This design comes from an exercise in tuning for small area, a short achievable clock period and few clock cycles on the open sky130 flow, not from production work.
RTL that was checked went through simulation tests only; none was proved equivalent to the original.
For runs 2 and 3, only the layout was checked, not whether the RTL still works.

==> design.v <==
module npk_gain_rom (
    input  wire [7:0]  vol,
    output reg  [32:0] gain
);
    always @(*) begin
        case (vol)
            8'h80: gain = 33'd0;   
            8'h81: gain = 33'd0;   
            8'h82: gain = 33'd0;   
            8'h83: gain = 33'd0;   
            8'h84: gain = 33'd0;   
            8'h85: gain = 33'd0;   
            8'h86: gain = 33'd0;   
            8'h87: gain = 33'd0;   
            8'h88: gain = 33'd0;   
            8'h89: gain = 33'd0;   
            8'h8a: gain = 33'd0;   
            8'h8b: gain = 33'd0;   
            8'h8c: gain = 33'd0;   
            8'h8d: gain = 33'd0;   
            8'h8e: gain = 33'd0;   
            8'h8f: gain = 33'd0;   
            8'h90: gain = 33'd0;   
            8'h91: gain = 33'd0;   
            8'h92: gain = 33'd0;   
            8'h93: gain = 33'd0;   
            8'h94: gain = 33'd0;   
            8'h95: gain = 33'd0;   
            8'h96: gain = 33'd0;   
            8'h97: gain = 33'd0;   
            8'h98: gain = 33'd0;   
            8'h99: gain = 33'd0;   
            8'h9a: gain = 33'd1;   
            8'h9b: gain = 33'd1;   
            8'h9c: gain = 33'd1;   
            8'h9d: gain = 33'd1;   
            8'h9e: gain = 33'd1;   
            8'h9f: gain = 33'd1;   
            8'ha0: gain = 33'd1;   
            8'ha1: gain = 33'd1;   
            8'ha2: gain = 33'd1;   
            8'ha3: gain = 33'd1;   
            8'ha4: gain = 33'd2;   
            8'ha5: gain = 33'd2;   
            8'ha6: gain = 33'd2;   
            8'ha7: gain = 33'd2;   
            8'ha8: gain = 33'd3;   
            8'ha9: gain = 33'd3;   
            8'haa: gain = 33'd3;   
            8'hab: gain = 33'd4;   
            8'hac: gain = 33'd4;   
            8'had: gain = 33'd5;   
            8'hae: gain = 33'd5;   
            8'haf: gain = 33'd6;   
            8'hb0: gain = 33'd7;   
            8'hb1: gain = 33'd7;   
            8'hb2: gain = 33'd8;   
            8'hb3: gain = 33'd9;   
            8'hb4: gain = 33'd10;   
            8'hb5: gain = 33'd12;   
            8'hb6: gain = 33'd13;   
            8'hb7: gain = 33'd15;   
            8'hb8: gain = 33'd16;   
            8'hb9: gain = 33'd18;   
            8'hba: gain = 33'd21;   
            8'hbb: gain = 33'd23;   
            8'hbc: gain = 33'd26;   
            8'hbd: gain = 33'd29;   
            8'hbe: gain = 33'd33;   
            8'hbf: gain = 33'd37;   
            8'hc0: gain = 33'd41;   
            8'hc1: gain = 33'd46;   
            8'hc2: gain = 33'd52;   
            8'hc3: gain = 33'd58;   
            8'hc4: gain = 33'd66;   
            8'hc5: gain = 33'd74;   
            8'hc6: gain = 33'd83;   
            8'hc7: gain = 33'd93;   
            8'hc8: gain = 33'd104;   
            8'hc9: gain = 33'd117;   
            8'hca: gain = 33'd131;   
            8'hcb: gain = 33'd147;   
            8'hcc: gain = 33'd165;   
            8'hcd: gain = 33'd185;   
            8'hce: gain = 33'd207;   
            8'hcf: gain = 33'd233;   
            8'hd0: gain = 33'd261;   
            8'hd1: gain = 33'd293;   
            8'hd2: gain = 33'd328;   
            8'hd3: gain = 33'd369;   
            8'hd4: gain = 33'd414;   
            8'hd5: gain = 33'd464;   
            8'hd6: gain = 33'd521;   
            8'hd7: gain = 33'd584;   
            8'hd8: gain = 33'd655;   
            8'hd9: gain = 33'd735;   
            8'hda: gain = 33'd825;   
            8'hdb: gain = 33'd926;   
            8'hdc: gain = 33'd1039;   
            8'hdd: gain = 33'd1165;   
            8'hde: gain = 33'd1308;   
            8'hdf: gain = 33'd1467;   
            8'he0: gain = 33'd1646;   
            8'he1: gain = 33'd1847;   
            8'he2: gain = 33'd2072;   
            8'he3: gain = 33'd2325;   
            8'he4: gain = 33'd2609;   
            8'he5: gain = 33'd2927;   
            8'he6: gain = 33'd3285;   
            8'he7: gain = 33'd3685;   
            8'he8: gain = 33'd4135;   
            8'he9: gain = 33'd4640;   
            8'hea: gain = 33'd5206;   
            8'heb: gain = 33'd5841;   
            8'hec: gain = 33'd6554;   
            8'hed: gain = 33'd7353;   
            8'hee: gain = 33'd8250;   
            8'hef: gain = 33'd9257;   
            8'hf0: gain = 33'd10387;   
            8'hf1: gain = 33'd11654;   
            8'hf2: gain = 33'd13076;   
            8'hf3: gain = 33'd14672;   
            8'hf4: gain = 33'd16462;   
            8'hf5: gain = 33'd18471;   
            8'hf6: gain = 33'd20724;   
            8'hf7: gain = 33'd23253;   
            8'hf8: gain = 33'd26090;   
            8'hf9: gain = 33'd29274;   
            8'hfa: gain = 33'd32846;   
            8'hfb: gain = 33'd36854;   
            8'hfc: gain = 33'd41350;   
            8'hfd: gain = 33'd46396;   
            8'hfe: gain = 33'd52057;   
            8'hff: gain = 33'd58409;   
            8'h00: gain = 33'd65536;   
            8'h01: gain = 33'd73533;   
            8'h02: gain = 33'd82505;   
            8'h03: gain = 33'd92572;   
            8'h04: gain = 33'd103868;   
            8'h05: gain = 33'd116541;   
            8'h06: gain = 33'd130762;   
            8'h07: gain = 33'd146717;   
            8'h08: gain = 33'd164619;   
            8'h09: gain = 33'd184706;   
            8'h0a: gain = 33'd207243;   
            8'h0b: gain = 33'd232531;   
            8'h0c: gain = 33'd260904;   
            8'h0d: gain = 33'd292739;   
            8'h0e: gain = 33'd328458;   
            8'h0f: gain = 33'd368536;   
            8'h10: gain = 33'd413504;   
            8'h11: gain = 33'd463959;   
            8'h12: gain = 33'd520571;   
            8'h13: gain = 33'd584090;   
            8'h14: gain = 33'd655360;   
            8'h15: gain = 33'd735326;   
            8'h16: gain = 33'd825049;   
            8'h17: gain = 33'd925721;   
            8'h18: gain = 33'd1038676;   
            8'h19: gain = 33'd1165413;   
            8'h1a: gain = 33'd1307615;   
            8'h1b: gain = 33'd1467168;   
            8'h1c: gain = 33'd1646190;   
            8'h1d: gain = 33'd1847055;   
            8'h1e: gain = 33'd2072430;   
            8'h1f: gain = 33'd2325305;   
            8'h20: gain = 33'd2609035;   
            8'h21: gain = 33'd2927386;   
            8'h22: gain = 33'd3284581;   
            8'h23: gain = 33'd3685360;   
            8'h24: gain = 33'd4135042;   
            8'h25: gain = 33'd4639593;   
            8'h26: gain = 33'd5205710;   
            8'h27: gain = 33'd5840902;   
            8'h28: gain = 33'd6553600;   
            8'h29: gain = 33'd7353260;   
            8'h2a: gain = 33'd8250494;   
            8'h2b: gain = 33'd9257206;   
            8'h2c: gain = 33'd10386756;   
            8'h2d: gain = 33'd11654132;   
            8'h2e: gain = 33'd13076151;   
            8'h2f: gain = 33'd14671683;   
            8'h30: gain = 33'd16461899;   
            8'h31: gain = 33'd18470554;   
            8'h32: gain = 33'd20724303;   
            8'h33: gain = 33'd23253050;   
            8'h34: gain = 33'd26090352;   
            8'h35: gain = 33'd29273856;   
            8'h36: gain = 33'd32845807;   
            8'h37: gain = 33'd36853601;   
            8'h38: gain = 33'd41350421;   
            8'h39: gain = 33'd46395935;   
            8'h3a: gain = 33'd52057095;   
            8'h3b: gain = 33'd58409021;   
            8'h3c: gain = 33'd65536000;   
            8'h3d: gain = 33'd73532601;   
            8'h3e: gain = 33'd82504936;   
            8'h3f: gain = 33'd92572061;   
            8'h40: gain = 33'd103867560;   
            8'h41: gain = 33'd116541319;   
            8'h42: gain = 33'd130761511;   
            8'h43: gain = 33'd146716829;   
            8'h44: gain = 33'd164618989;   
            8'h45: gain = 33'd184705544;   
            8'h46: gain = 33'd207243029;   
            8'h47: gain = 33'd232530503;   
            8'h48: gain = 33'd260903515;   
            8'h49: gain = 33'd292738559;   
            8'h4a: gain = 33'd328458065;   
            8'h4b: gain = 33'd368536011;   
            8'h4c: gain = 33'd413504205;   
            8'h4d: gain = 33'd463959349;   
            8'h4e: gain = 33'd520570952;   
            8'h4f: gain = 33'd584090215;   
            8'h50: gain = 33'd655360000;   
            8'h51: gain = 33'd735326014;   
            8'h52: gain = 33'd825049358;   
            8'h53: gain = 33'd925720605;   
            8'h54: gain = 33'd1038675603;   
            8'h55: gain = 33'd1165413194;   
            8'h56: gain = 33'd1307615111;   
            8'h57: gain = 33'd1467168285;   
            8'h58: gain = 33'd1646189892;   
            8'h59: gain = 33'd1847055438;   
            8'h5a: gain = 33'd2072430287;   
            8'h5b: gain = 33'd2325305028;   
            8'h5c: gain = 33'd2609035153;   
            8'h5d: gain = 33'd2927385590;   
            8'h5e: gain = 33'd3284580654;   
            8'h5f: gain = 33'd3685360109;   
            8'h60: gain = 33'd4135042053;   
            8'h61: gain = 33'd4294967296;   
            8'h62: gain = 33'd4294967296;   
            8'h63: gain = 33'd4294967296;   
            8'h64: gain = 33'd4294967296;   
            8'h65: gain = 33'd4294967296;   
            8'h66: gain = 33'd4294967296;   
            8'h67: gain = 33'd4294967296;   
            8'h68: gain = 33'd4294967296;   
            8'h69: gain = 33'd4294967296;   
            8'h6a: gain = 33'd4294967296;   
            8'h6b: gain = 33'd4294967296;   
            8'h6c: gain = 33'd4294967296;   
            8'h6d: gain = 33'd4294967296;   
            8'h6e: gain = 33'd4294967296;   
            8'h6f: gain = 33'd4294967296;   
            8'h70: gain = 33'd4294967296;   
            8'h71: gain = 33'd4294967296;   
            8'h72: gain = 33'd4294967296;   
            8'h73: gain = 33'd4294967296;   
            8'h74: gain = 33'd4294967296;   
            8'h75: gain = 33'd4294967296;   
            8'h76: gain = 33'd4294967296;   
            8'h77: gain = 33'd4294967296;   
            8'h78: gain = 33'd4294967296;   
            8'h79: gain = 33'd4294967296;   
            8'h7a: gain = 33'd4294967296;   
            8'h7b: gain = 33'd4294967296;   
            8'h7c: gain = 33'd4294967296;   
            8'h7d: gain = 33'd4294967296;   
            8'h7e: gain = 33'd4294967296;   
            8'h7f: gain = 33'd4294967296;   
            default: gain = 33'd0;
        endcase
    end
endmodule
module npk_pass (
    input  wire        clk,
    input  wire        rst,
    input  wire        start,
    input  wire [6:0]  start_len,
    input  wire [7:0]  start_vol,
    input  wire        start_dither,
    output wire        ready,
    input  wire        in_valid,
    input  wire [15:0] in_data,
    output wire        in_ready,
    input  wire [15:0] draw_data,
    output wire        draw_ack,
    output wire        out_valid,
    output wire [15:0] out_data,
    output wire        done,
    output wire [6:0]  done_len
);
    localparam ST_IDLE = 2'd0;
    localparam ST_LOAD = 2'd1;
    localparam ST_WAIT = 2'd2;
    localparam ST_PASS = 2'd3;
    localparam NDS = 4;                  
    localparam DSTEP = 16 / NDS;         
    localparam J = 3 + NDS;              
    reg        ready_r;
    reg        in_ready_r;
    reg        draw_ack_r;
    reg        out_valid_r;
    reg        done_r;
    reg [15:0] out_r;
    reg [6:0]  nn_r;                     
    assign ready     = ready_r;
    assign in_ready  = in_ready_r;
    assign draw_ack  = draw_ack_r;
    assign out_valid = out_valid_r;
    assign out_data  = out_r;
    assign done      = done_r;
    assign done_len  = nn_r;
    reg [1:0]  state;
    reg [6:0]  len_r;
    reg        dith_r;
    reg [7:0]  vol_r;
    reg [6:0]  kt;                       
    reg [6:0]  kins;                     
    reg [5:0]  ph;                       
    reg [6:0]  pc;                       
    wire jstart = start & ready_r;
    wire take   = in_valid & in_ready_r;
    reg [15:0]   inr;
    reg          take_r;
    wire [15:0]  ins = {inr[15], inr[14:0] ^ {15{inr[15]}}};
    reg [1023:0] ring;                   
    always @(posedge clk) begin
        inr  <= in_data;
        ring <= {ring[1007:0], take_r ? ins : ring[1023:1008]};
    end
    wire [32:0] rom_gain;
    npk_gain_rom u_rom (.vol(vol_r), .gain(rom_gain));
    reg [32:0] gq;                       
    reg [14:0] hm;                       
    reg [27:0] gt;                       
    reg [14:0] hmc;
    integer hi;
    always @(*) begin
        hmc[0] = gq[32];
        for (hi = 1; hi < 15; hi = hi + 1)
            hmc[hi] = hmc[hi-1] | gq[32-hi];
    end
    always @(posedge clk) begin
        gq <= rom_gain;
        hm <= hmc;
        gt <= (gq[32:27] != 6'd0) ? 28'h8000000 : {1'b0, gq[26:0]};
    end
    reg [14:0] mp;                       
    reg [14:0] mn;                       
    reg        hasneg;
    wire       pk_upd = take_r && (ins[15] ? (!hasneg || ins[14:0] > mn) : (ins[14:0] > mp));
    wire negpk = hasneg && (mn >= mp) && !(mn == 15'h7fff && mp == 15'h7fff);
    reg [15:0] nv_r;                     
    reg        d32_r;                    
    reg        nz_r;                     
    reg [15:0] ndiv;                     
    always @(posedge clk) begin
        nv_r  <= negpk ? {1'b0, mn} + 16'd1 : {1'b0, mp};
        d32_r <= negpk;
        nz_r  <= negpk || (mp != 15'd0);
        ndiv  <= (nv_r == 16'd0) ? 16'd1 : nv_r;
    end
    reg [26:0] y_r;
    reg        d32_p, nz_p;
    reg [26:0] dv_r;                     
    reg        nz_q;
    wire [27:0] yx  = {1'b0, y_r} + 28'd32766;
    wire [12:0] yq0 = yx[27:15];
    wire [15:0] yl  = {1'd0, yx[14:0]} + {3'd0, yq0};
    wire [12:0] yc  = yq0 + {12'd0, (yl >= 16'd32767)};
    always @(posedge clk) begin
        y_r   <= {nv_r, 11'd0} + {nv_r, 11'd0} - {10'd0, nv_r, 1'b0};
        d32_p <= d32_r;
        nz_p  <= nz_r;
        dv_r  <= y_r + (d32_p ? 27'd0 : {14'd0, yc}) - 27'd1;
        nz_q  <= nz_p;
    end
    reg        chg1, chg2, chg3, chg4;
    reg [3:0]  tcnt;
    reg        tv;                       
    reg [26:0] trem;
    reg [15:0] tdq;
    reg        tovf;
    reg [15:0] tthr;
    function [42:0] tstep;               
        input [26:0] rem;
        input [15:0] dq;
        input [27:0] g;
        reg   [27:0] t;
        reg   [28:0] d;
        begin
            t = {rem, dq[15]};
            d = {1'b0, t} - {1'b0, g};
            if (!d[28]) tstep = {d[26:0], dq[14:0], 1'b1};
            else        tstep = {t[26:0], dq[14:0], 1'b0};
        end
    endfunction
    wire [42:0] ts1 = tstep(trem, tdq, gt);
    wire [42:0] ts2 = tstep(ts1[42:16], ts1[15:0], gt);
    always @(posedge clk) begin
        if (rst) begin
            chg1 <= 1'b0; chg2 <= 1'b0; chg3 <= 1'b0; chg4 <= 1'b0;
            tcnt <= 4'd0;
            tv   <= 1'b0;
        end else begin
            chg1 <= pk_upd | jstart;
            chg2 <= chg1;
            chg3 <= chg2;
            chg4 <= chg3;
            if (chg4) begin
                trem <= {16'd0, dv_r[26:16]};
                tdq  <= dv_r[15:0];
                tovf <= !nz_q || ({17'd0, dv_r[26:16]} >= gt);
                tcnt <= 4'd8;
                tv   <= 1'b0;
            end else if (tcnt != 4'd0) begin
                trem <= ts2[42:16];
                tdq  <= ts2[15:0];
                tcnt <= tcnt - 4'd1;
                if (tcnt == 4'd1) begin
                    tv   <= 1'b1;
                    tthr <= tovf ? 16'hffff : ts2[15:0];
                end
            end
        end
    end
    wire tfinal = tv && !(chg1 | chg2 | chg3 | chg4);
    reg [7:0]  fl_r;
    reg        fv_r;
    reg [5:0]  phs_r;
    reg [7:0]  flags;
    reg [5:0]  kj;
    integer    tj;
    always @(*) begin
        for (tj = 0; tj < 8; tj = tj + 1) begin
            kj = ph - 6'd8 * tj[5:0];
            flags[tj] = ({1'b0, ring[128*tj +: 15], ring[128*tj + 15]} >= {tthr, 1'b1}) &&
                        ({1'b0, kj} < kins);
        end
    end
    reg [7:0] fr;
    integer   th;
    always @(*) begin
        for (th = 0; th < 8; th = th + 1)
            fr[th] = fl_r[(phs_r[5:3] - th[2:0]) & 3'd7];
    end
    reg [2:0] hmin, hmax;
    integer   tk;
    always @(*) begin
        hmin = 3'd0;
        hmax = 3'd0;
        for (tk = 7; tk >= 0; tk = tk - 1)
            if (fr[tk]) hmin = tk[2:0];
        for (tk = 0; tk < 8; tk = tk + 1)
            if (fr[tk]) hmax = tk[2:0];
    end
    wire [5:0] kmin = {hmin, phs_r[2:0]};
    wire [5:0] kmax = {hmax, phs_r[2:0]};
    reg        found;
    reg [5:0]  head, tail;
    reg [3:0]  scnt;
    reg        idone1, idone2;
    always @(posedge clk) begin
        fl_r  <= tv ? flags : 8'd0;
        fv_r  <= tv;
        phs_r <= ph;
        if (!tv) begin
            found <= 1'b0;
            scnt  <= 4'd0;
        end else if (fv_r) begin
            if (fr != 8'd0) begin
                found <= 1'b1;
                if (!found || kmin < head) head <= kmin;
                if (!found || kmax > tail) tail <= kmax;
            end
            if (scnt != 4'd8) scnt <= scnt + 4'd1;
        end
    end
    wire scan_done = tfinal && (scnt == 4'd8) && idone2;
    reg  [2:0]  tsel;                    
    wire [15:0] pv  = ring[16*(63 - 8*tsel) +: 16];
    wire        psg = pv[15];
    wire [14:0] pm  = pv[14:0];
    wire [31:0] g32 = gq[31:0];
    reg  [35:0] sa, sb;
    integer     mi;
    always @(*) begin
        sa = psg ? {4'd0, g32} : 36'd0;
        for (mi = 0; mi < 8; mi = mi + 1)
            sa = sa + (pm[mi] ? {4'd0, g32 << mi} : 36'd0);
        sb = 36'd0;
        for (mi = 8; mi < 15; mi = mi + 1)
            sb = sb + (pm[mi] ? {4'd0, g32 << mi} : 36'd0);
    end
    reg [31:0] sa_r, sb_r;
    reg        ov1, sg1;
    reg [31:0] p_r;
    reg        ov2, sg2;
    wire [32:0] psum = {1'b0, sa_r} + {1'b0, sb_r};
    wire [31:0] pcor = d32_r ? 32'd0 : ({15'd0, p_r[31:15]} + {31'd0, |p_r[14:0]});
    wire [31:0] xs   = p_r - pcor;         
    reg  [14:0] rem3;
    reg  [15:0] dq3;
    reg         sat3, sg3;
    always @(posedge clk) begin
        sa_r <= sa[31:0];
        sb_r <= sb[31:0];
        ov1  <= (|(pm & hm)) | (psg & gq[32]) | (|sa[35:32]) | (|sb[35:32]);
        sg1  <= psg;
        p_r  <= psum[31:0];
        ov2  <= ov1 | psum[32];
        sg2  <= sg1;
        rem3 <= xs[31:17];
        dq3  <= xs[16:1];
        sat3 <= ov2 | ({1'b0, xs[31:17]} >= ndiv);
        sg3  <= sg2;
    end
    function [30:0] dstep;               
        input [14:0] rem;
        input [15:0] dq;
        input [15:0] n;
        reg   [15:0] t;
        reg   [16:0] d;
        begin
            t = {rem, dq[15]};
            d = {1'b0, t} - {1'b0, n};
            if (!d[16]) dstep = {d[14:0], dq[14:0], 1'b1};
            else        dstep = {t[14:0], dq[14:0], 1'b0};
        end
    endfunction
    reg  [15*NDS-1:0] drem;
    reg  [16*NDS-1:0] ddq;
    reg  [NDS-1:0]    dsat, dsg;
    wire [15*NDS+14:0] rchain = {drem, rem3};
    wire [16*NDS+15:0] qchain = {ddq, dq3};
    reg  [31*NDS-1:0] dvn;
    reg  [30:0]       dtmp;
    integer           ds, dk;
    always @(*) begin
        for (ds = 0; ds < NDS; ds = ds + 1) begin
            dtmp = {rchain[15*ds +: 15], qchain[16*ds +: 16]};
            for (dk = 0; dk < DSTEP; dk = dk + 1)
                dtmp = dstep(dtmp[30:16], dtmp[15:0], ndiv);
            dvn[31*ds +: 31] = dtmp;
        end
    end
    always @(posedge clk) begin
        for (ds = 0; ds < NDS; ds = ds + 1) begin
            drem[15*ds +: 15] <= dvn[31*ds+16 +: 15];
            ddq[16*ds +: 16]  <= dvn[31*ds +: 16];
        end
        dsat <= {dsat[NDS-2:0], sat3};
        dsg  <= {dsg[NDS-2:0], sg3};
    end
    wire [15:0] qf   = ddq[16*(NDS-1) +: 16];
    wire [15:0] qs   = dsat[NDS-1] ? 16'hffff : qf;
    wire        qneg = dsg[NDS-1];
    reg  [15:0] dr, dprev;
    reg  [12:0] nz;
    wire [16:0] ddf = {1'b0, dprev} - {1'b0, dr};
    wire [16:0] ddr = ddf + (ddf[16] ? 17'd15 : 17'd0);
    wire [17:0] wv  = qneg ? -{2'b00, qs} : {2'b00, qs};
    wire [17:0] wsum = wv + {{5{nz[12]}}, nz};
    wire [15:0] wcl = (!wsum[17] && wsum[16:15] != 2'b00) ? 16'h7fff :
                      ( wsum[17] && wsum[16:15] != 2'b11) ? 16'h8000 : wsum[15:0];
    reg  [15:0] d0, d1, d2;
    wire [16:0] bsum = {d2[15], d2} + {d0[15], d0};
    wire [16:0] bavg = bsum + {16'd0, bsum[16]};
    always @(posedge clk) begin
        if (draw_ack_r) begin
            dr    <= draw_data;
            dprev <= dr;
        end
        nz <= dith_r ? ddr[16:4] : 13'd0;
        d0 <= wcl;
        d1 <= d0;
        d2 <= d1;
        out_r <= (pc == J + 33 && nn_r > 7'd32) ? bavg[16:1] : d2;
    end
    wire [5:0] base_w = found ? head : 6'd0;
    wire [6:0] nn_w   = found ? ({1'b0, tail} - {1'b0, head} + 7'd1) : len_r;
    wire [5:0] tvv    = ph + 6'd2 - base_w;
    wire       trig   = (state == ST_WAIT) && scan_done && (tvv[2:0] == 3'd0);
    wire [6:0] pcn    = pc + 7'd1;
    wire       pdone  = (state == ST_PASS) && done_r;
    wire       lt0   = kt < len_r;
    wire       lt1   = (kt + 7'd1) < len_r;
    wire       cond0 = lt0 && (kt == 7'd0 || (ph + 6'd1) == (kt[5:0] - 6'd2));
    wire [6:0] kt_nx = kt + {6'd0, take};
    always @(posedge clk) begin
        if (rst) begin
            state       <= ST_IDLE;
            ready_r     <= 1'b1;
            in_ready_r  <= 1'b0;
            draw_ack_r  <= 1'b0;
            out_valid_r <= 1'b0;
            done_r      <= 1'b0;
            take_r      <= 1'b0;
            idone1      <= 1'b0;
            idone2      <= 1'b0;
        end else begin
            take_r <= take;
            ph     <= (take && kt == 7'd0) ? 6'd63 : ph + 6'd1;
            if (take_r) kins <= kins + 7'd1;
            idone1 <= (state != ST_LOAD) && !take_r;
            idone2 <= idone1 && (state != ST_LOAD) && !take_r;
            if (take_r) begin
                if (ins[15]) begin
                    hasneg <= 1'b1;
                    if (!hasneg || ins[14:0] > mn) mn <= ins[14:0];
                end else if (ins[14:0] > mp) begin
                    mp <= ins[14:0];
                end
            end
            if (jstart) begin
                state      <= ST_LOAD;
                ready_r    <= 1'b0;
                len_r      <= start_len;
                dith_r     <= start_dither;
                vol_r      <= start_vol;
                kt         <= 7'd0;
                kins       <= 7'd0;
                mp         <= 15'd0;
                mn         <= 15'd0;
                hasneg     <= 1'b0;
                in_ready_r <= (start_len != 7'd0);
                idone1     <= 1'b0;
                idone2     <= 1'b0;
                draw_ack_r <= 1'b0;
                out_valid_r <= 1'b0;
                done_r     <= 1'b0;
            end else begin
                case (state)
                    ST_IDLE: ;
                    ST_LOAD: begin
                        kt <= kt_nx;
                        in_ready_r <= take ? lt1 : cond0;
                        if (kt_nx == len_r) begin
                            state      <= ST_WAIT;
                            in_ready_r <= 1'b0;
                        end
                    end
                    ST_WAIT: begin
                        if (trig) begin
                            state      <= ST_PASS;
                            pc         <= 7'd0;
                            tsel       <= 3'd0 - tvv[5:3];
                            nn_r       <= nn_w;
                        end
                    end
                    ST_PASS: begin
                        pc          <= pc + 7'd1;
                        draw_ack_r  <= dith_r && (pcn >= J - 3) && (pcn <= nn_r + J - 3);
                        out_valid_r <= (pcn >= J + 4) && (pcn <= nn_r + J + 3);
                        done_r      <= (pcn == nn_r + J + 3);
                        if (pdone) begin
                            state       <= ST_IDLE;
                            ready_r     <= 1'b1;
                            draw_ack_r  <= 1'b0;
                            out_valid_r <= 1'b0;
                            done_r      <= 1'b0;
                        end
                    end
                endcase
            end
        end
    end
endmodule
==> run.sh <==
#!/bin/bash
# synth_recipe.tcl (not shown) runs the flow's synth.tcl, then flattens the netlist and writes it again
# the make line also repeats each setting of config.mk as NAME=value (left out here)
make -C /OpenROAD-flow-scripts/flow DESIGN_CONFIG=/design/flow/config.mk WORK_HOME=/design/flow/orfs CLKGATE_MAP_FILE= SYNTH_SCRIPT=/design/flow/synth_recipe.tcl finish
==> config.mk <==
export PLATFORM = sky130hd
export DESIGN_NAME = npk_pass
export DESIGN_NICKNAME = npk_pass
export VERILOG_FILES = /design/flow/design.v
export SDC_FILE = /design/flow/constraint.sdc
export NUM_CORES = 4
export LEC_CHECK = 0
export CAP_MARGIN = 20
export CORE_MARGIN = 2
export CORE_UTILIZATION = 40
export SLEW_MARGIN = 20
export SYNTH_MEMORY_MAX_BITS = 16384
==> constraint.sdc <==
create_clock -name core_clock -period 20.0 [get_ports {clk}]
set_input_delay 4.0000 -clock core_clock [delete_from_list [all_inputs] [get_ports {clk}]]
set_output_delay 4.0000 -clock core_clock [all_outputs]
set_load 0.01 [all_outputs]
==> notes.md, run 1 <==
The average cell area after synthesis came out at roughly 10 um2. TritonCTS created roughly 170 clock buffers. Synthesis produced a netlist with a net count of 10068. The post-place instance area came out at 93400 um2. The core region is 222000 um2. The largest family of logic cells by synthesized area is adder cells. The H-tree generated during clock tree synthesis spans 4 levels. The worst setup path is captured at a flip-flop.

Prior to clock tree synthesis, the placed netlist has a worst setup slack of between 7 and 8 ns. The count of pins over their slew limit was 0. The clock-pin slew reported for the worst setup and hold paths after clock tree synthesis came out at around 0.060 ns. The width of the chip came out at about 480 um.

Summed over all nets, the half-perimeter wirelength after detailed placement is 173000 um. The via-per-instance ratio came out at 5.31. TritonCTS built the clock tree. The share of the clock period used by the worst path came out at between 60% and 70%.

The area overhead of the layout relative to synthesis came out at 11.7%. The number of violations of the max-capacitance limit is 0. Adding up every negative setup slack in the final design gives 0 ns. The category of the most critical setup path is reg -> reg. After the last flow step, the layout net total stands at between 10000 and 15000.

The top-area cell type share of the netlist area is between 30% and 40%. The final critical-path setup slack is 7.96 ns. The setup violation total in the final timing report is 0. The slowest stage cell on the critical path is a31oi_1. The initial antenna violation count is 15. The number of synthesized flops with an enable pin is approximately 190. The number of fill cells in the layout is 20756.

The delay contributed by the slowest stage of the critical path is ~0.76 ns. The clock period minus worst slack is between 10 and 15 ns. After synthesis, the most frequently instantiated cells are 1564 x dfxtp_1, 871 x ha_1, 686 x nand2_1. Among all flip-flop cells after synthesis, the most frequent one is dfxtp_1.

The post-synthesis share of cell area spent on full adders, half adders and majority gates came out at 19.6%. The final-report hold violation count is 0.

The count of port buffers added during placement came out at 79. The number of remaining DRC errors is 0. The area enclosed by the die boundary is 227000 um2. The maximum buffer depth of the clock tree is 3. The synthesized-area fraction occupied by ao, oa, aoi and oai cells came out at between 10% and 20%.

In this run the remaining antenna-violating nets after routing total 0. The global-route wire length before repair came out at 369000 um. The starting density of the core came out at roughly two fifths. The number of DRC markers after the initial detailed-route iteration came out at roughly 4500. Summing the areas of all xor and xnor instances in the mapped netlist gives ~5.4% of the synthesized area. The unique cell type count in the Yosys netlist came out at around 110.

The multi-input logic area is around 49000 um2. The die is approximately 480 um tall. The run finished with no timing, DRC or antenna violations. The clock root buffer is clkbuf_16. The path class of the tightest hold or removal check is reg -> reg. The slew at the pin with the worst max-slew slack came out at between 1 and 1.5 ns. The post-synthesis share of cell area spent on and, or, nand and nor gates came out at around an eighth. The routed wirelength normalized by instance count is ~20 um. The arrival time at the worst endpoint came out at ~13 ns. The sequential cell area came out at 37000 um2.

The number of clock sinks seen by CTS came out at around 1800. The fmax is about 83 MHz. The register area share after synthesis came out at between 40% and 50%.

The aggregate global routing overflow is 0. The post-CTS setup buffer count came out at 0. The number of global-route vias before repair came to 63979.

The hold buffer count at cts came out at 0.

The number of search-and-repair iterations in the first detailed-routing pass came out at 6. The quantity of gates resized following cts came out at 0. The overall via count from detail_route came out at between 60000 and 70000.

Ranked by total cell area, the synthesized netlist is headed by dfxtp_1 35%, ha_1 12%, fa_1 7.3%, edfxtp_1 6.3%, xnor2_1 3.8%. The weighted congestion reported at the end of routability-driven placement is 0.912. The critical path data required time came out at 20.64 ns.

The worst-case clock skew came out at ~0.10 ns. Yosys instantiated no cell more often than dfxtp_1. The startpoint type of the worst setup path is a flip-flop. The clock insertion delay at the later pin of the skew report is about 0.85 ns.

Synthesis inferred ~1800 register bits. Global routing consumed, over all layers together, about a fifth of the routing resources. The portion of synthesized area spent on multiplexers is 4.03%. The worst slew slack as a fraction of its limit is a little under a quarter. The number of core rows is ~170.

The total standard cell area after synthesis came out at ~89000 um2. The highest fanout seen on the critical path is 20. The area of all placed cells without fillers is ~100000 um2. Of all flip-flops after synthesis, the portion carrying an async set or reset was 0%. The total wire length came out at 236000 um. Yosys printed 2 warnings. The fraction of layout instances using a drive strength above 1 came out at under 10%. The number of top-level design ports is 80. Setup repair after global routing left no endpoint under its margin.

The leading area contributor after synthesis is dfxtp_1. The largest net degree at the start of global routing is 163. The number of instances in the synthesized netlist came out at approximately 8800.
[kinds of logic (layout without fill, tap and decap cells)]
kind of cell / count (synthesis) / after routing
fa+ha+maj: 1199 / 1199
flops: 1752 / 1752
compound gates: 1842 / 1842
mux: 285 / 285
other cells: 0 / 4
xor+xnor: 544 / 544
buf+inv: 933 / 1150
simple gates: 2264 / 2264
[routing by layer]
metal	vias to the layer above	global-route usage (%)	part of all wire, %
met5	-	0	0.012
met4	6	6.06	2.8
met3	404	3.13	5.4
met2	1691	33.0	46
met1	30864	28.1	46
li1	30805	-	-
[path summary, 6_finish.rpt]
kind | start | endpoint | slack [ns] | cells past startpoint
worst max-delay path | ndiv[1] | drem[13] | 7.96 | 40
worst min-delay path | ring[928] | ring[944] | 0.25 | 0
worst max register to register | ndiv[1] | drem[13] | 7.96 | 40
worst min register to register | ring[928] | ring[944] | 0.25 | 0
[layout by cell type, fill, tap and decap left out, types with 96 or more instances in the layout]
cell and count:
nor3_1 157, edfxtp_1 188, ha_1 871, and2_1 96, nand2_1 686, a21o_1 194, clkbuf_16 180, dfxtp_1 1563
a21oi_1 532, nor2b_1 210, fa_1 326, xor2_1 160, xnor2_1 383, inv_1 650, nand2b_1 115, mux2_2 186
o21a_1 120, nand3_1 136, o21ai_0 393, nor2_1 517
[through the flow]
stage | std cells | util, % | hold WS, ns
6_report | 12015 | 44.9 | 0.254
5_1_grt | 12013 | 44.9 | 0.252
4_1_cts | 12011 | 44.9 | 0.244
3_5_place_dp | 11686 | 42.1 | 0.312
3_3_place_gp | 11686 | 42.1 | 0.310
2_1_floorplan | 8819 | - | 0.310
[sequential cells by signal, indices dropped and copies added, names as in the netlist, 24 cells and up]
register / cells
y_r: 26
trem: 27
p_r: 32
ddq: 64
gq: 33
gt: 28
dv_r: 27
ring: 1024
sb_r: 24
sa_r: 32
drem: 45
[cell type report]
cell class,instances,share of cell area (%)
tap,2975,3.74
inverter,658,2.48
clock inverter,80,1.14
clock buffer,245,5.07
multi-input combinational,6134,49.0
timing repair buffer,167,1.47
antenna,4,0.0100
sequential,1752,37.1
[critical path, delay by kind of cell (launching register included)]
kind | cells | cell delay [ns]
AO/OA/AOI/OAI | 20 | 5.54
buffers and inverters | 6 | 1.90
multiplexers | 4 | 1.50
adder cells (fa/ha/maj) | 4 | 1.47
AND/OR/NAND/NOR | 6 | 1.19
flip-flops | 1 | 0.31
Testbench counts, summed over its fixed seeds: cycles 8,998.
==> run 2, diff against run 1 <==
--- a/design.v
+++ b/design.v
@@ -471,6 +471,5 @@
     end
     wire scan_done = tfinal && (scnt == 4'd8) && idone2;
-    reg  [2:0]  tsel;                    
-    wire [15:0] pv  = ring[16*(63 - 8*tsel) +: 16];
+    wire [15:0] pv  = ring[1023:1008];
     wire        psg = pv[15];
     wire [14:0] pm  = pv[14:0];
@@ -569,11 +568,10 @@
         d1 <= d0;
         d2 <= d1;
-        out_r <= (pc == J + 33 && nn_r > 7'd32) ? bavg[16:1] : d2;
+        out_r <= (pc == 7'd36 && nn_r > 7'd32) ? bavg[16:1] : d2;
     end
+    wire [5:0] idx_t  = ph + 6'd5 - J[5:0];      
     wire [5:0] base_w = found ? head : 6'd0;
     wire [6:0] nn_w   = found ? ({1'b0, tail} - {1'b0, head} + 7'd1) : len_r;
-    wire [5:0] tvv    = ph + 6'd2 - base_w;
-    wire       trig   = (state == ST_WAIT) && scan_done && (tvv[2:0] == 3'd0);
-    wire [6:0] pcn    = pc + 7'd1;
+    wire       trig   = (state == ST_WAIT) && scan_done && (idx_t == base_w);
     wire       pdone  = (state == ST_PASS) && done_r;
     wire       lt0   = kt < len_r;
@@ -638,13 +636,13 @@
                             state      <= ST_PASS;
                             pc         <= 7'd0;
-                            tsel       <= 3'd0 - tvv[5:3];
                             nn_r       <= nn_w;
+                            draw_ack_r <= dith_r;
                         end
                     end
                     ST_PASS: begin
                         pc          <= pc + 7'd1;
-                        draw_ack_r  <= dith_r && (pcn >= J - 3) && (pcn <= nn_r + J - 3);
-                        out_valid_r <= (pcn >= J + 4) && (pcn <= nn_r + J + 3);
-                        done_r      <= (pcn == nn_r + J + 3);
+                        draw_ack_r  <= dith_r && (pc < nn_r);
+                        out_valid_r <= (pc >= 7'd6) && (pc < nn_r + 7'd6);
+                        done_r      <= (pc == nn_r + 7'd5);
                         if (pdone) begin
                             state       <= ST_IDLE;
==> notes.md, run 2 <==
The flow ran to the end and the layout has no timing, DRC or antenna violations. Final hold analysis gives a worst-case slack of approximately 0.3 ns. Setup repair after global routing left no endpoint under its margin. The highest fanout seen on the critical path is 25. The post-synthesis sequential element count is 1749. The core box area came out at between 200000 and 250000 um2. The routed wirelength normalized by instance count is around 19 um. The slowest stage of the critical path is the o21bai_2 cell. The number of fill cells in the layout is 20456.

The top cell types in the final layout, fill and taps aside, are 1561 x dfxtp_1, 862 x ha_1, 644 x inv_1, 616 x nand2_1, 555 x a21oi_1. In this run the number of H-tree levels came out at 4. The fraction of layout instances using a drive strength above 1 is under 10%.

After routing, the total negative slack on setup checks comes to 0 ns. The post-layout utilization of the core came out at between 40 and 50%. The hold buffer count at cts came out at 0.

The final layout contains routed wiring with a total length of between 200000 and 250000 um. The min-delay analysis places its worst path in the category reg -> reg. The clock insertion delay at the later pin of the skew report is between 0.8 and 0.9 ns. The share of async-settable or async-resettable flops after synthesis came out at 0%. The number of instances in the synthesized netlist came out at 8744.

The critical path data required time is approximately 21 ns. The number of remaining DRC errors is 0. The clock period minus worst slack is 11.19 ns. The tool flagged a number of max-cap violations equal to 0. The largest single stage delay on the critical path is about 0.76 ns. Among all flip-flop cells after synthesis, the most frequent one is dfxtp_1. The non-filler instance count after layout came out at around 12000. Measured along the x axis, the die boundary spans ~470 um. The hold path startpoint is ring[843].

The number of clock sinks seen by CTS came out at around 1700. ring holds more flip-flops than any other register. TritonCTS built the clock tree.

The critical path is of the reg -> reg type. The leading area contributor after synthesis is dfxtp_1. For this block, the via count after detailed routing is between 60000 and 70000. At the end of routability-driven placement, the weighted congestion stood at between 0.9 and 1. The count of pins over their slew limit is 0. The arrival time at the worst endpoint is approximately 12 ns.

The maximum buffer depth of the clock tree is 3. The average cell area after synthesis is between 10 and 15 um2. The register with the most flip-flops in the layout has 1024 of them. The unique cell type count in the Yosys netlist came out at roughly 110. For this run, the number of Yosys warnings is 2. By area the synthesized netlist is led by dfxtp_1 36%, ha_1 12%, fa_1 7.4%, edfxtp_1 6.3%, xnor2_1 3.8%. The number of search-and-repair iterations in the first detailed-routing pass is 6.

The share of the clock period used by the worst path came out at a little under three fifths. The count of inserted antenna diode cells came out at 0.

The library cell used most frequently in the layout, excluding fill and tap cells, is dfxtp_1. The worst setup path is launched from a flip-flop. After clock tree synthesis, the clock-pin slew on the worst setup and hold paths is about 0.060 ns. The aggregate global routing overflow came out at 0.

The number of DRC markers after the initial detailed-route iteration is 3864. The clock root buffer is clkbuf_16. The number of top-level design ports came out at 80. The initial antenna violation count came out at 5. The die covers 224000 um2. The final-report hold violation count is 0. The post-CTS setup buffer count is 0.

The slew at the pin with the worst max-slew slack came out at 1.12 ns. The number of core rows is 172. The detailed placer's ending HPWL is around 170000 um.

The via-per-instance ratio came out at roughly 5.3. The largest registers in the layout are ring x1024, ddq x64, drem x45. The number of buffers created by CTS came out at approximately 170. Sorting the synthesized cells by how often they occur yields 1564 x dfxtp_1, 862 x ha_1, 645 x inv_1.

The net count of the finished layout is ~10000. The register area share after synthesis is between 40% and 50%. In the post-synthesis netlist, the cell with the most instances is dfxtp_1. The critical path starts at ndiv[1]. The largest net degree at the start of global routing is approximately 170. For this run, the top clock speed supported by timing is 89.4 MHz.

The die outline height came out at ~470 um. The cell count after placement is 11518. The worst-case clock skew came out at 0.0978 ns. The number of nets produced by synthesis is roughly 10000. The post-detailed-route count of antenna-violating nets came out at 0. From synthesis to final layout, the design area changed by 11.8%. The worst slew slack as a fraction of its limit is roughly 25%.

The total track usage came out at between 10% and 20%. The first global-routing pass estimated between 300000 and 400000 um of wire. Counting flops with a built-in enable in the synthesized netlist gives 185. The setup violation total in the final timing report is 0. The number of global-route vias before repair was 63301. The launch instance of the worst register-to-register path is ndiv[1]. In this design, the largest share of critical-path delay is due to compound AO/OA/AOI/OAI gates. The count of port buffers added during placement is just under 80.

The critical path contains buffers and inverters numbering 6 combined. The quantity of gates resized following cts is 0. The starting density of the core came out at 40.1%. The top-area cell type share of the netlist area is between 30% and 40%. The cell area that synthesis handed to floorplanning was 88000 um2. The endpoint class of the critical path is a flip-flop.
[run 2: cell count changes after synthesis, sizes merged, moves of 11 or more]
cell / before / now
mux4: 40 / 10
nand2: 686 / 616
o21a: 120 / 103
nor2b: 210 / 108
buf: 54 / 43
a21oi: 535 / 559
and2: 97 / 275
mux2: 187 / 166
[run 2: cells by family after synthesis]
kind of cell	count (synthesis)	share of synthesized area [%]
buffers and inverters	921	4.00
adder cells (fa/ha/maj)	1188	19.7
XOR/XNOR	541	5.38
AO/OA/AOI/OAI	1840	13.3
multiplexers	239	3.10
AND/OR/NAND/NOR	2266	12.7
flip-flops	1749	41.9
[run 2: stage by stage]
| step | area (um2) | worst slack [ns] |
|---|---|---|
| global placement | 92100 | 9.26 |
| CTS | 98400 | 8.91 |
| global route | 98400 | 7.74 |
| finish | 98400 | 8.81 |
| floorplan | 88000 | 9.63 |
| detailed placement | 92100 | 8.97 |
[run 2: path summary, 6_finish.rpt]
check | end | slack (ns) | cells past startpoint
setup / recovery | drem[8] | 8.81 | 43
setup reg to reg | drem[8] | 8.81 | 43
hold / removal | ring[859] | 0.30 | 0
hold reg to reg | ring[859] | 0.30 | 0
[run 2: per-layer routing]
metal	global-route usage [%]	vias up	part of all wire, %
li1	-	30421	-
met1	26.7	30395	46
met2	32.8	1540	46
met3	3.05	422	4.9
met4	7.16	2	3.5
met5	0	-	0.0040
[run 2: cell type report]
class                           instances  area [um2]  share of cell area, %
Clock buffer                          245        5070                   5.15
Clock inverter                         79        1220                   1.24
Inverter                              650        2440                   2.48
Multi-Input combinational cell       6074       47700                   48.4
Sequential cell                      1749       36900                   37.5
Tap cell                             2871        3590                   3.65
Timing Repair Buffer                  175        1540                   1.57
==> run 3, diff against run 2 <==
--- a/design.v
+++ b/design.v
@@ -287,5 +287,5 @@
     localparam ST_WAIT = 2'd2;
     localparam ST_PASS = 2'd3;
-    localparam NDS = 4;                  
+    localparam NDS = 8;                  
     localparam DSTEP = 16 / NDS;         
     localparam J = 3 + NDS;              
@@ -362,13 +362,19 @@
     wire [15:0] yl  = {1'd0, yx[14:0]} + {3'd0, yq0};
     wire [12:0] yc  = yq0 + {12'd0, (yl >= 16'd32767)};
+    reg [26:0] y2_r;
+    reg [12:0] yc_r;
+    reg        nz_p2;
     always @(posedge clk) begin
         y_r   <= {nv_r, 11'd0} + {nv_r, 11'd0} - {10'd0, nv_r, 1'b0};
         d32_p <= d32_r;
         nz_p  <= nz_r;
-        dv_r  <= y_r + (d32_p ? 27'd0 : {14'd0, yc}) - 27'd1;
-        nz_q  <= nz_p;
+        y2_r  <= y_r - 27'd1;
+        yc_r  <= d32_p ? 13'd0 : yc;
+        nz_p2 <= nz_p;
+        dv_r  <= y2_r + {14'd0, yc_r};
+        nz_q  <= nz_p2;
     end
-    reg        chg1, chg2, chg3, chg4;
-    reg [3:0]  tcnt;
+    reg        chg1, chg2, chg3, chg4, chg5;
+    reg [4:0]  tcnt;
     reg        tv;                       
     reg [26:0] trem;
@@ -390,9 +396,8 @@
     endfunction
     wire [42:0] ts1 = tstep(trem, tdq, gt);
-    wire [42:0] ts2 = tstep(ts1[42:16], ts1[15:0], gt);
     always @(posedge clk) begin
         if (rst) begin
-            chg1 <= 1'b0; chg2 <= 1'b0; chg3 <= 1'b0; chg4 <= 1'b0;
-            tcnt <= 4'd0;
+            chg1 <= 1'b0; chg2 <= 1'b0; chg3 <= 1'b0; chg4 <= 1'b0; chg5 <= 1'b0;
+            tcnt <= 5'd0;
             tv   <= 1'b0;
         end else begin
@@ -401,22 +406,23 @@
             chg3 <= chg2;
             chg4 <= chg3;
-            if (chg4) begin
+            chg5 <= chg4;
+            if (chg5) begin
                 trem <= {16'd0, dv_r[26:16]};
                 tdq  <= dv_r[15:0];
                 tovf <= !nz_q || ({17'd0, dv_r[26:16]} >= gt);
-                tcnt <= 4'd8;
+                tcnt <= 5'd16;
                 tv   <= 1'b0;
-            end else if (tcnt != 4'd0) begin
-                trem <= ts2[42:16];
-                tdq  <= ts2[15:0];
-                tcnt <= tcnt - 4'd1;
-                if (tcnt == 4'd1) begin
+            end else if (tcnt != 5'd0) begin
+                trem <= ts1[42:16];
+                tdq  <= ts1[15:0];
+                tcnt <= tcnt - 5'd1;
+                if (tcnt == 5'd1) begin
                     tv   <= 1'b1;
-                    tthr <= tovf ? 16'hffff : ts2[15:0];
+                    tthr <= tovf ? 16'hffff : ts1[15:0];
                 end
             end
         end
     end
-    wire tfinal = tv && !(chg1 | chg2 | chg3 | chg4);
+    wire tfinal = tv && !(chg1 | chg2 | chg3 | chg4 | chg5);
     reg [7:0]  fl_r;
     reg        fv_r;
@@ -471,39 +477,68 @@
     end
     wire scan_done = tfinal && (scnt == 4'd8) && idone2;
-    wire [15:0] pv  = ring[1023:1008];
+    reg  [2:0]  tsel;                    
+    wire [15:0] pv  = ring[16*(63 - 8*tsel) +: 16];
     wire        psg = pv[15];
     wire [14:0] pm  = pv[14:0];
     wire [31:0] g32 = gq[31:0];
-    reg  [35:0] sa, sb;
-    integer     mi;
-    always @(*) begin
-        sa = psg ? {4'd0, g32} : 36'd0;
-        for (mi = 0; mi < 8; mi = mi + 1)
-            sa = sa + (pm[mi] ? {4'd0, g32 << mi} : 36'd0);
-        sb = 36'd0;
-        for (mi = 8; mi < 15; mi = mi + 1)
-            sb = sb + (pm[mi] ? {4'd0, g32 << mi} : 36'd0);
-    end
-    reg [31:0] sa_r, sb_r;
+    wire [35:0] r0 = psg ? {4'd0, g32} : 36'd0;
+    wire [35:0] r1 = pm[0] ? {4'd0, g32 << 0} : 36'd0;
+    wire [35:0] r2 = pm[1] ? {4'd0, g32 << 1} : 36'd0;
+    wire [35:0] r3 = pm[2] ? {4'd0, g32 << 2} : 36'd0;
+    wire [35:0] r4 = pm[3] ? {4'd0, g32 << 3} : 36'd0;
+    wire [35:0] r5 = pm[4] ? {4'd0, g32 << 4} : 36'd0;
+    wire [35:0] r6 = pm[5] ? {4'd0, g32 << 5} : 36'd0;
+    wire [35:0] r7 = pm[6] ? {4'd0, g32 << 6} : 36'd0;
+    wire [35:0] r8 = pm[7] ? {4'd0, g32 << 7} : 36'd0;
+    wire [35:0] r9 = pm[8] ? {4'd0, g32 << 8} : 36'd0;
+    wire [35:0] r10 = pm[9] ? {4'd0, g32 << 9} : 36'd0;
+    wire [35:0] r11 = pm[10] ? {4'd0, g32 << 10} : 36'd0;
+    wire [35:0] r12 = pm[11] ? {4'd0, g32 << 11} : 36'd0;
+    wire [35:0] r13 = pm[12] ? {4'd0, g32 << 12} : 36'd0;
+    wire [35:0] r14 = pm[13] ? {4'd0, g32 << 13} : 36'd0;
+    wire [35:0] r15 = pm[14] ? {4'd0, g32 << 14} : 36'd0;
+    function [71:0] csa;                
+        input [35:0] a, b, c;
+        begin
+            csa = {((a & b) | (a & c) | (b & c)) << 1, a ^ b ^ c};
+        end
+    endfunction
+    wire [71:0] c0_0 = csa(r0, r1, r2);
+    wire [71:0] c0_1 = csa(r3, r4, r5);
+    wire [71:0] c0_2 = csa(r6, r7, r8);
+    wire [71:0] c0_3 = csa(r9, r10, r11);
+    wire [71:0] c0_4 = csa(r12, r13, r14);
+    wire [71:0] c1_0 = csa(c0_0[35:0], c0_0[71:36], c0_1[35:0]);
+    wire [71:0] c1_1 = csa(c0_1[71:36], c0_2[35:0], c0_2[71:36]);
+    wire [71:0] c1_2 = csa(c0_3[35:0], c0_3[71:36], c0_4[35:0]);
+    wire [71:0] c2_0 = csa(c1_0[35:0], c1_0[71:36], c1_1[35:0]);
+    wire [71:0] c2_1 = csa(c1_1[71:36], c1_2[35:0], c1_2[71:36]);
+    wire [71:0] c3_0 = csa(c2_0[35:0], c2_0[71:36], c2_1[35:0]);
+    wire [71:0] c3_1 = csa(c2_1[71:36], c0_4[71:36], r15);
+    wire [71:0] c4_0 = csa(c3_0[35:0], c3_0[71:36], c3_1[35:0]);
+    wire [71:0] c5_0 = csa(c4_0[35:0], c4_0[71:36], c3_1[71:36]);
+    wire [35:0] ps_s = c5_0[35:0];
+    wire [35:0] ps_c = c5_0[71:36];
+    reg [35:0] ps_r, pc_r;
     reg        ov1, sg1;
     reg [31:0] p_r;
     reg        ov2, sg2;
-    wire [32:0] psum = {1'b0, sa_r} + {1'b0, sb_r};
+    wire [35:0] psum = ps_r + pc_r;
     wire [31:0] pcor = d32_r ? 32'd0 : ({15'd0, p_r[31:15]} + {31'd0, |p_r[14:0]});
-    wire [31:0] xs   = p_r - pcor;         
+    wire [31:0] xs   = p_r - pcor;
     reg  [14:0] rem3;
     reg  [15:0] dq3;
-    reg         sat3, sg3;
+    reg         ov3, sg3;
     always @(posedge clk) begin
-        sa_r <= sa[31:0];
-        sb_r <= sb[31:0];
-        ov1  <= (|(pm & hm)) | (psg & gq[32]) | (|sa[35:32]) | (|sb[35:32]);
+        ps_r <= ps_s;
+        pc_r <= ps_c;
+        ov1  <= (|(pm & hm)) | (psg & gq[32]);
         sg1  <= psg;
         p_r  <= psum[31:0];
-        ov2  <= ov1 | psum[32];
+        ov2  <= ov1 | (|psum[35:32]);
         sg2  <= sg1;
         rem3 <= xs[31:17];
         dq3  <= xs[16:1];
-        sat3 <= ov2 | ({1'b0, xs[31:17]} >= ndiv);
+        ov3  <= ov2;
         sg3  <= sg2;
     end
@@ -542,5 +577,5 @@
             ddq[16*ds +: 16]  <= dvn[31*ds +: 16];
         end
-        dsat <= {dsat[NDS-2:0], sat3};
+        dsat <= {dsat[NDS-2:0], ov3 | ({1'b0, rem3} >= ndiv)};
         dsg  <= {dsg[NDS-2:0], sg3};
     end
@@ -552,6 +587,5 @@
     wire [16:0] ddf = {1'b0, dprev} - {1'b0, dr};
     wire [16:0] ddr = ddf + (ddf[16] ? 17'd15 : 17'd0);
-    wire [17:0] wv  = qneg ? -{2'b00, qs} : {2'b00, qs};
-    wire [17:0] wsum = wv + {{5{nz[12]}}, nz};
+    wire [17:0] wsum = {{2{qneg}}, qs ^ {16{qneg}}} + {{5{nz[12]}}, nz} + {17'd0, qneg};
     wire [15:0] wcl = (!wsum[17] && wsum[16:15] != 2'b00) ? 16'h7fff :
                       ( wsum[17] && wsum[16:15] != 2'b11) ? 16'h8000 : wsum[15:0];
@@ -568,10 +602,11 @@
         d1 <= d0;
         d2 <= d1;
-        out_r <= (pc == 7'd36 && nn_r > 7'd32) ? bavg[16:1] : d2;
+        out_r <= (pc == J + 33 && nn_r > 7'd32) ? bavg[16:1] : d2;
     end
-    wire [5:0] idx_t  = ph + 6'd5 - J[5:0];      
     wire [5:0] base_w = found ? head : 6'd0;
     wire [6:0] nn_w   = found ? ({1'b0, tail} - {1'b0, head} + 7'd1) : len_r;
-    wire       trig   = (state == ST_WAIT) && scan_done && (idx_t == base_w);
+    wire [5:0] tvv    = ph + 6'd2 - base_w;
+    wire       trig   = (state == ST_WAIT) && scan_done && (tvv[2:0] == 3'd0);
+    wire [6:0] pcn    = pc + 7'd1;
     wire       pdone  = (state == ST_PASS) && done_r;
     wire       lt0   = kt < len_r;
@@ -636,13 +671,13 @@
                             state      <= ST_PASS;
                             pc         <= 7'd0;
+                            tsel       <= 3'd0 - tvv[5:3];
                             nn_r       <= nn_w;
-                            draw_ack_r <= dith_r;
                         end
                     end
                     ST_PASS: begin
                         pc          <= pc + 7'd1;
-                        draw_ack_r  <= dith_r && (pc < nn_r);
-                        out_valid_r <= (pc >= 7'd6) && (pc < nn_r + 7'd6);
-                        done_r      <= (pc == nn_r + 7'd5);
+                        draw_ack_r  <= dith_r && (pcn >= J - 3) && (pcn <= nn_r + J - 3);
+                        out_valid_r <= (pcn >= J + 4) && (pcn <= nn_r + J + 3);
+                        done_r      <= (pcn == nn_r + J + 3);
                         if (pdone) begin
                             state       <= ST_IDLE;
--- a/config.mk
+++ b/config.mk
@@ -6,4 +6,5 @@
 export NUM_CORES = 4
 export LEC_CHECK = 0
+export ABC_AREA = 1
 export CAP_MARGIN = 20
 export CORE_MARGIN = 2
==> notes.md, run 3 <==
The run finished with no timing, DRC or antenna violations. The worst setup path is of the reg -> reg kind. Along the worst path, the maximum fanout reaches 36. The startpoint identified for the worst hold timing path is ring[992]. The number of top-level design ports is 80. The largest net degree at the start of global routing is 63. The number of synthesized flops with an enable pin came out at 188. The post-CTS setup buffer count came out at 0. The cell depth of the worst hold path is 0. The number of buffers created by CTS is 197. The post-synthesis mux area share came out at less than 1%.

The number of DRC markers after the initial detailed-route iteration came out at between 5000 and 6000. The worst setup path is captured at a flip-flop. The slowest stage cell on the critical path is inv_2.

Across all register-to-register paths, the minimum setup slack is roughly 14 ns. The post-synthesis share of cell area spent on full adders, half adders and majority gates came out at around 18%. Adding up every negative setup slack in the final design gives 0 ns. The overall via count from detail_route came out at about 70000. The share of async-settable or async-resettable flops after synthesis came out at 0%.

The maximum buffer depth of the clock tree came out at 3. TritonCTS built the clock tree. The number of core rows came out at approximately 180.

The die outline height came out at just under 500 um. The synthesized netlist devotes 4.04% of its cell area to XOR and XNOR gates. The number of clock sinks seen by CTS is between 1500 and 2000. The synthesized-area fraction occupied by ao, oa, aoi and oai cells is 10.6%. Global routing used 29.3% of the available met1 tracks.

The clock insertion delay at the later pin of the skew report came out at about 0.89 ns. Summing the sequential cell areas from Yosys gives 43.6% of the chip area. For met3 alone, demand over resource in global routing was roughly 3.4%. The width of the chip came out at about 490 um. The post-detailed-route count of antenna-violating nets came out at 0.

The clock root buffer is clkbuf_16. The fraction of layout instances using a drive strength above 1 came out at 6.06%. Among the stages of the critical path, the cell type that occurs most often is fa_1.

The busiest layer in global routing is met2. CTS built an H-tree with a depth of 4. The number of global-route vias before repair is about 70000. The count of port buffers added during placement is 79. The tightest min-delay check is of the reg -> reg type. The largest family of logic cells by synthesized area is adder cells.

The fmax came out at approximately 160 MHz. The total track usage came out at between 20% and 30%. Global routing used 36.4% of the available met2 tracks. The number of violations of the max-capacitance limit is 0. Once placement completed, the tool counted placed cells totaling approximately 14000. The setup violation total in the final timing report came out at 0.

The final net count came out at about 12000. The total standard cell area after synthesis is 93200 um2. The area overhead of the layout relative to synthesis came out at 12.0%. For this run the aggregate overflow at the end of global routing stands at 0. The clock period minus worst slack is between 6 and 7 ns.

The final-report hold violation count came out at 0. The top-area cell type share of the netlist area came out at a little under two fifths. The worst reg2reg path endpoint is ps_r[20]. The number of nets produced by synthesis came out at ~12000.

For hold timing, the worst endpoint is ring[1008]. The arrival time at the worst endpoint came out at slightly above 7 ns. The slew at the pin with the worst max-slew slack is between 1 and 1.5 ns.

More flip-flops sit in one register than any other, and that register is ring. The top cell types in the final layout, fill and taps aside, are 1892 x nand2_1, 1747 x dfxtp_1, 1300 x inv_1, 1010 x nor2_1, 769 x ha_1. The number of remaining DRC errors came out at 0. The largest registers in the layout are ring x1024, ddq x128, drem x105. The total wire length is 264000 um. The count of pins over their slew limit is 0.

After clock tree synthesis, the flow added hold-fix buffers numbering 0. The number of buffer and inverter instances along the worst setup path came out at 5. The delay contributed by the slowest stage of the critical path is 0.69 ns. For this configuration, the core starts out at a cell density of between 40% and 50%. The synthesized design contains between 1500 and 2000 register bits.

The core box area came out at approximately 230000 um2. Setup repair after global routing left no endpoint under its margin. The largest total area in the synthesized netlist belongs to dfxtp_1. The Yosys warning count came out at 2.

The netlist uses 80 different library cells. The first global-routing pass estimated a little over 400000 um of wire. The weighted congestion reported at the end of routability-driven placement came out at between 0.9 and 1.

The area enclosed by the die boundary is 237000 um2. The kind of cell with the highest combined delay along the critical path is adder cells. The worst pin sits at a relative slew slack of a little over a fifth. Leaving out filler cells and counting taps, the final layout contains 13874. The dominant synthesized flop cell is dfxtp_1.

The critical path data required time is 20.74 ns. The share of the clock period used by the worst path is around 32%. Sorting the synthesized cells by how often they occur yields 1892 x nand2_1, 1747 x dfxtp_1, 1302 x inv_1.

Summing the areas of all and, or, nand and nor instances in the mapped netlist gives around 17% of the synthesized area. The number of flip-flops in the largest register is between 1000 and 1500. The number of instances in the synthesized netlist is approximately 11000. The number of search-and-repair iterations in the first detailed-routing pass is 6. The startpoint identified for the worst register-to-register timing path is tsel[0].

The via-per-instance ratio came out at around 5.1. The logic depth of the worst path, buffers included came out at 15. The clock-pin slew reported for the worst setup and hold paths after clock tree synthesis is roughly 0.06 ns. Yosys attributes the largest share of cell area to dfxtp_1 38%, ha_1 10%, fa_1 7.9%, nand2_1 7.6%, edfxtp_1 6.1%.

The most common cell in the synthesized netlist is nand2_1. For the worst flop-to-flop path, the logic depth is 15. The initial antenna violation count is 13. A synthesized cell averages 8.85 um2. STA classifies the critical path startpoint as a flip-flop. The routed wirelength normalized by instance count is 19.0 um. The number of fill cells in the layout came out at around 22000. Leaving out fill and tap cells, the most frequent cell in the layout is nand2_1. The worst-case clock skew came out at around 0.087 ns. The detailed placer's ending HPWL is 202000 um. The signal on the critical path passes through buf_4, inv_2, buf_4, o21ai_0, o221ai_1, nand2_1, inv_2, nand2_1, fa_1, fa_1, fa_1, fa_1, fa_1, inv_1, fa_1. The quantity of gates resized following cts is 0.
==> run 3: cell types whose count changed after synthesis, moves of 108 or more <==
cell      previous run  this run
a21o_1             193        56
and2_1             270        19
clkbuf_1           226        94
dfxtp_1           1564      1747
inv_1              645      1302
mux2_2             166         0
nand2_1            616      1892
nand2b_1           119         0
nand3_1            147       426
nor2_1             508      1012
nor2b_1            108         0
o21ai_0            403       568
xnor2_1            383       152
xor2_1             158       269
==> run 3: routing by layer <==
layer / wire length (um) / vias to the layer above
li1: - / 34602
met1: 118000 / 33711
met2: 121000 / 1994
met3: 15400 / 491
met4: 9360 / 6
met5: 34 / -
==> run 3: worst max path at each step <==
stage          startpoint  endpoint  slack, ns
2_1_floorplan         rst    tdq[0]      13.05
3_3_place_gp        start     mp[1]      13.30
3_5_place_dp        start     mn[1]      13.15
4_1_cts           tsel[0]  ps_r[20]      13.67
5_1_grt           tsel[0]  ps_r[21]      13.33
6_report          tsel[0]  ps_r[20]      13.56
==> run 3: worst register-to-register path, delay by kind of cell, from the launching register on <==
kind | cells | cell delay [ns]
buffers and inverters | 5 | 1.83
AOI/OAI and AO/OA | 2 | 0.35
adders and majority gates | 6 | 3.17
and+or+nand+nor | 2 | 0.61
DFF | 1 | 0.36
==> run 3: layout make-up <==
| class | count | area [um2] | share of cell area [%] |
|---|---|---|---|
| inverters | 1340 | 5030 | 4.82 |
| diodes | 5 | 12.5 | 0.0120 |
| clock inverters | 102 | 1430 | 1.37 |
| flip-flops and latches | 1935 | 40600 | 38.9 |
| multi-input cells | 7028 | 46500 | 44.5 |
| well taps | 3043 | 3810 | 3.65 |
| repair buffers | 156 | 1400 | 1.34 |
| clock buffers | 265 | 5620 | 5.38 |
==> run 3: stage by stage <==
step | utilization [%] | cell area (um2) | hold WS (ns) | worst slack, ns
final | 45.0 | 104000 | 0.281 | 13.56
after detailed placement | 41.9 | 97400 | 0.312 | 13.15
after global routing | 45.0 | 104000 | 0.280 | 13.33
after global placement | 41.9 | 97300 | 0.309 | 13.30
after CTS | 45.0 | 104000 | 0.281 | 13.67
after floorplan | - | 93200 | 0.310 | 13.05
==> run 3: cells by family after synthesis <==
family,count (synthesis)
and+or+nand+nor,3753
muxes,3
xor gates and xnor gates,426
buffers and inverters,1569
adders and majority gates,1139
DFF,1935
AOI/OAI and AO/OA,1707

-- port drivers added, routing unchanged --
The results above use ideal ports. As a check the final layouts listed here were re-extracted and re-timed, cells and wires unchanged. Step 1, drivers: a clkbuf_16 drives clk and a buf_2 each remaining input, both assumed. Step 2 also shifts input and output timing later by t, the mid clock arrival at the registers, as if the neighbouring blocks saw the same clock. a / b / c = no drivers / after step 1 / after step 2; a / b = the first two.
run	t, ns	setup WS [ns]	hold WS [ns]
run 1	0.885	7.962 / 7.962 / 7.962	0.254 / 0.254 / 0.254
run 2	0.887	8.813 / 8.813 / 8.813	0.299 / 0.299 / 0.299
run 3	0.933	13.557 / 13.557 / 13.140	0.281 / 0.281 / 0.281
After both steps every run listed still meets setup and hold. For run 3, which loses most, drivers alone change the setup slack by 0.000 ns; drivers and shift together by -0.417 ns.
